This design comes from an exercise in tuning for small area, a short achievable clock period and few clock cycles on the open sky130 flow, not from production work.
In this exercise RTL edits were held to simulation tests only and were not proved equivalent to the original.

<file path="flow/run.sh">
#!/bin/bash
# synth_recipe.tcl (not shown) runs the flow's synth.tcl, then flattens the netlist and writes it again
# the make line also repeats each setting of config.mk as NAME=value (left out here)
make -C /OpenROAD-flow-scripts/flow DESIGN_CONFIG=/design/flow/config.mk WORK_HOME=/design/flow/orfs CLKGATE_MAP_FILE= SYNTH_SCRIPT=/design/flow/synth_recipe.tcl finish
</file>
<file path="flow/config.mk">
export PLATFORM = sky130hd
export DESIGN_NAME = lmx_extract
export DESIGN_NICKNAME = lmx_extract
export VERILOG_FILES = /design/flow/design.v
export SDC_FILE = /design/flow/constraint.sdc
export NUM_CORES = 4
export LEC_CHECK = 0
export CAP_MARGIN = 20
export CORE_MARGIN = 2
export CORE_UTILIZATION = 25
export PLACE_DENSITY = 0.35
export SLEW_MARGIN = 20
</file>
<file path="flow/constraint.sdc">
create_clock -name core_clock -period 20.0 [get_ports {clk}]
set_input_delay 4.0000 -clock core_clock [delete_from_list [all_inputs] [get_ports {clk}]]
set_output_delay 4.0000 -clock core_clock [all_outputs]
set_load 0.01 [all_outputs]
</file>
<file path="flow/design.v">
module lmx_extract (
    input  wire        clk,
    input  wire        rst,
    input  wire        ld_en,
    input  wire [2:0]  ld_arr,      
    input  wire [2:0]  ld_idx,
    input  wire [63:0] ld_data,
    input  wire        cfg_en,
    input  wire        cfg_w8,      
    input  wire [2:0]  cfg_idx_mult,
    input  wire [2:0]  cfg_idx_xor,
    input  wire        start,
    input  wire [15:0] count,
    input  wire        f64,
    output reg         out_valid,
    input  wire        out_ready,
    output reg  [63:0] out_data,
    output wire        busy,
    input  wire [2:0]  rd_arr,
    input  wire [2:0]  rd_idx,
    output reg  [63:0] rd_data,
    output wire [2:0]  idx_mult,
    output wire [2:0]  idx_xor
);
    reg [63:0] mult_x [0:7];
    reg [63:0] mult_a [0:7];
    reg [63:0] mult_b [0:7];
    reg [63:0] xor_x  [0:7];
    reg [63:0] xor_a  [0:7];
    reg [63:0] xor_b  [0:7];
    reg        w8;
    reg [2:0]  im;
    reg [2:0]  ix;
    reg        active;
    reg [15:0] remaining;
    reg        f64_r;
    wire [2:0] wlast = w8 ? 3'd7 : 3'd3;
    wire [63:0] mask  = xor_x[ix];
    wire [63:0] lane  = (mult_a[im] * mult_x[im]) + mult_b[im];
    wire [63:0] v     = lane ^ mask;
    wire [63:0] xnext = (xor_a[ix] ^ xor_x[ix]) + xor_b[ix];
    reg  [5:0]  msb;
    reg  [63:0] fbits;
    reg  [52:0] norm;
    integer b;
    always @(*) begin
        msb = 6'd0;
        for (b = 0; b < 53; b = b + 1)
            if (v[b]) msb = b[5:0];
        norm = v[52:0] << (6'd52 - msb);
        if (v[52:0] == 53'd0)
            fbits = 64'd0;
        else
            fbits = {1'b0, 11'd970 + {5'd0, msb}, norm[51:0]};
    end
    wire step = active && (remaining != 16'd0) && (!out_valid || out_ready);
    assign busy     = active || out_valid;
    assign idx_mult = im;
    assign idx_xor  = ix;
    always @(*) begin
        case (rd_arr)
            3'd0:    rd_data = mult_x[rd_idx];
            3'd1:    rd_data = mult_a[rd_idx];
            3'd2:    rd_data = mult_b[rd_idx];
            3'd3:    rd_data = xor_x[rd_idx];
            3'd4:    rd_data = xor_a[rd_idx];
            3'd5:    rd_data = xor_b[rd_idx];
            default: rd_data = 64'd0;
        endcase
    end
    always @(posedge clk) begin
        if (rst) begin
            active    <= 1'b0;
            out_valid <= 1'b0;
            remaining <= 16'd0;
            w8        <= 1'b0;
            im        <= 3'd0;
            ix        <= 3'd0;
            f64_r     <= 1'b0;
        end else begin
            if (!busy) begin
                if (start) begin
                    active    <= (count != 16'd0);
                    remaining <= count;
                    f64_r     <= f64;
                end else if (cfg_en) begin
                    w8 <= cfg_w8;
                    im <= cfg_idx_mult;
                    ix <= cfg_idx_xor;
                end else if (ld_en) begin
                    case (ld_arr)
                        3'd0: mult_x[ld_idx] <= ld_data;
                        3'd1: mult_a[ld_idx] <= ld_data;
                        3'd2: mult_b[ld_idx] <= ld_data;
                        3'd3: xor_x[ld_idx]  <= ld_data;
                        3'd4: xor_a[ld_idx]  <= ld_data;
                        3'd5: xor_b[ld_idx]  <= ld_data;
                        default: ;
                    endcase
                end
            end else begin
                if (out_valid && out_ready)
                    out_valid <= 1'b0;
                if (step) begin
                    mult_x[im] <= v;
                    out_data   <= f64_r ? fbits : v;
                    out_valid  <= 1'b1;
                    remaining  <= remaining - 16'd1;
                    if (remaining == 16'd1)
                        active <= 1'b0;
                    if (im == wlast) begin
                        im        <= 3'd0;
                        xor_x[ix] <= xnext;
                        ix        <= (ix == wlast) ? 3'd0 : ix + 3'd1;
                    end else begin
                        im <= im + 3'd1;
                    end
                end
            end
        end
    end
endmodule
</file>
==> results.py <==
metrics = {
    "status": {
        "run_status": "timing/DRC/antenna clean",
    },
    "synthesis": {
        "synth_cell_type_count": 111,
        "ys_seq_elements": 3168,
        "yosysWarningCount": 1,
        "yosysSeqAreaShare_pct": 43.6,
        "async_flop_share_pct": 0,
        "netlist_area_sq_um": 218000,
        "netlist_instances": 15400,
        "synth_edf_count": 3136,
        "synth_ff_type": "edfxtp_1",
        "syn-num-nets": 17800,
        "avgSynthCellArea_sq_um": 14.1,
    },
    "cells_and_area": {
        "regArea_sq_um": 94800,
        "multi_input_area_sq_um": 114000,
        "drive_above_1_share_pct": 20.4,
        "num-nets-final": 18100,
        "area_delta_synth_final_pct": 14.5,
        "final_common_cell": "edfxtp_1",
        "final_cell_mix": "3136 x edfxtp_1, 1894 x fa_1, 1791 x inv_1",
        "nFillCells": 87500,
    },
    "sta": {
        "rsz0062_at_grt": "false",
        "tightestPinTransition_ns": 1.24,
        "setup_viol": 0,
        "slew_viol_final": 0,
        "clock.fmax_ghz": 0.0556,
        "hold_viol_final": 0,
        "fin_crit_sh_pct": 90.0,
        "skew_ns": 0.151,
        "slew_headroom_pct": 16.0,
        "layout_setup_ws_ns": 2.01,
        "period_needed_ns": 17.99,
        "setup-tns-final_ns": 0,
    },
    "routing": {
        "via_count": 138000,
        "totalWireLength_mm": 963,
        "wl_per_cell_um": 34.9,
        "drt-initial-drc-count": 12500,
        "viasPerCell": 5.02,
        "drc": 0,
        "dr.pass1.iters": 6,
        "antenna_left": 0,
    },
    "worst_setup_path": {
        "cp_common_cell": "fa_1",
        "worstRegToRegCells": 51,
        "path_depth": 51,
        "regToRegEndpoint": "out_data[47]",
        "start_kind": "flip-flop",
        "critPathCaptureType": "flip-flop",
        "worstSetupPathType": "flip-flop to flip-flop",
        "critical_path_buf_inv_count": 14,
        "cp.required_ns": 20.80,
        "r2r_slack_ns": 2.01,
        "cp_slowest_cell": "clkinv_1",
        "cpPeakStageDelay_ns": 0.95,
        "cp.arrival_ns": 18.79,
        "path_max_fanout": 53,
        "crit_family": "adder cells",
    },
    "placement": {
        "port_buffers": 241,
        "place_congestion": 0.929,
        "hpwl_mm": 717,
        "dp_slack_ns": 2.37,
    },
    "cts": {
        "cts_setup_buffers": 0,
        "cts_tree": "built",
        "cts_sinks": 3168,
        "clock_latency_ns": 1.07,
        "cts_resized": 0,
        "cts.clk_slew.worst_paths_ns": 0.08,
        "cts-root-buf": "clkbuf_16",
        "cts_max_path_buffers": 4,
        "ctsHoldBuffers": 0,
        "h-tree-depth": 5,
        "cts_made_buffers": 362,
    },
    "min_path": {
        "hold_depth": 2,
        "hold_path_startpoint": "remaining[13]",
        "hold_end": "remaining[13]",
        "min_path_type": "flip-flop to flip-flop",
    },
    "job": {
        "maxCapViolations": 0,
    },
    "global_routing": {
        "track_usage_pct": 21.6,
        "grt_overflow": 0,
        "grt_max_degree": 87,
        "antenna_found_initial": 101,
        "grt_pass1_wl_mm": 1300,
        "grt_pass1_vias": 146000,
    },
    "floorplan": {
        "die_h_um": 937,
        "dieArea_sq_um": 878000,
        "io_pins": 242,
        "core_region_area_sq_um": 867000,
        "placementRows": 342,
        "initial_utilization_pct": 25.1,
        "die_x_um": 937,
    },
}
## synthesized netlist by cell type (13+ instances only)
cell type  number  area [sq um]
o22ai_1       237          1480
clkbuf_1      649          2440
dfxtp_1        32           641
a21boi_0       13          97.6
a221oi_1       17           149
nor2_1        774          2910
ha_1          392          4900
mux4_2       1566         35300
nand4_1        17           106
nand2b_1       28           175
buf_2          41           205
fa_1         1894         37900
xnor2_1       256          2240
o21ai_0       259          1300
or3_1          88           551
o211ai_1       73           548
a31oi_1        30           188
o31ai_1        16           120
a211oi_1       50           375
mux2_2        238          2680
a21oi_1       214          1070
o221ai_1       26           228
or2_2          18           113
nor3_1         66           330
buf_6          15           169
and3_1         22           138
o21a_1         27           203
edfxtp_1     3136         94200
a21o_1         70           526
o2111ai_1      17           149
mux2i_1       608          6090
a22oi_1        22           165
nand2_1      1748          6560
buf_4          14           105
inv_1        1791          6720
nand3_1        73           365
and2_1        166          1040
buf_1         242           908
a211o_1        18           158
o21bai_1       16           120
xor2_1        154          1350
nor2b_1        41           257
## flip-flops by register name, summed over array words and instances, names as in the netlist, 3 cells and up, named ones only
| name | flops |
|---|---|
| mult_x | 512 |
| xor_a | 512 |
| im | 3 |
| out_data | 64 |
| mult_a | 512 |
| mult_b | 512 |
| xor_b | 512 |
| ix | 3 |
| xor_x | 512 |
| remaining | 16 |
## cell type report
cell class	instances	area share [%]
Multi-Input combinational cell	9499	45.6
Sequential cell	3168	38.1
Tap cell	11500	5.79
Clock buffer	424	3.75
Timing Repair Buffer	905	3.15
Inverter	1797	2.71
Clock inverter	229	0.915
Antenna cell	33	0.0331
## tightest hold or removal path, delay by kind of cell, from the launching register on
kind,cells,cell delay [ns]
buffers and inverters,1,0.06
AOI/OAI and AO/OA,1,0.06
DFF,1,0.32
## through the flow
stage               area, sq um  util (%)  instances  hold WS (ns)
floorplan                218000         -      15400         0.448
global placement         237000      27.3      26900         0.477
detailed placement       237000      27.4      26900         0.477
CTS                      249000      28.7      27500         0.491
global route             249000      28.7      27600         0.518
finish                   249000      28.7      27600         0.490
## cell families (layout without fill, tap and decap cells)
logic type | Yosys count | count (layout) | synth area share [%]
AOI/OAI and AO/OA | 1275 | 1275 | 3.91
muxes | 2413 | 2413 | 20.3
buffers and inverters | 2758 | 3355 | 4.86
adders and majority gates | 2286 | 2286 | 19.7
DFF | 3168 | 3168 | 43.6
xor gates and xnor gates | 413 | 413 | 1.68
and+or+nand+nor | 3112 | 3112 | 6.03
other | 0 | 33 | 0
## worst max-delay path by stage
| stage | from | end | slack [ns] |
|---|---|---|---|
| floorplan | flip-flop | out_data[36] | 4.91 |
| global placement | flip-flop | out_data[47] | 2.38 |
| detailed placement | flip-flop | out_data[47] | 2.37 |
| CTS | flip-flop | out_data[47] | 2.43 |
| global route | flip-flop | out_data[47] | 1.36 |
| finish | flip-flop | out_data[47] | 2.01 |
## metal layers
layer / global-route usage [%] / vias to the layer above / part of all wire, % / routed length [um]
met5: 0 / - / 0.0066 / 64
met4: 6.71 / 10 / 3.7 / 35300
met3: 2.84 / 1056 / 4.9 / 47300
met2: 35.2 / 4302 / 47 / 450000
met1: 29.9 / 76700 / 45 / 431000
li1: - / 56300 / - / -
Testbench counts, summed over its fixed seeds: cycles 8,840.

re-timing with driven ports:
In the flow no input, the clock included, has a driving cell. The finished layout below was timed again as built, in two steps. Step 1 assumes that a clkbuf_16 drives the clock port and a buf_2 every other input. Step 2 also shifts input and output timing later by t, the mid clock arrival at the registers, as if the neighbouring blocks saw the same clock. Slacks: ideal / step 1 / step 2; pairs: ideal / step 1.
shift t [ns]: 1.122
setup WS [ns]: 2.007 / 2.007 / 2.007
worst setup path after step 2: register to register
worst data-port slew with drivers (ns): 0.18
After both steps this run still meets setup and hold. For this run, drivers alone change the setup slack by 0.000 ns; drivers and shift together by 0.000 ns.
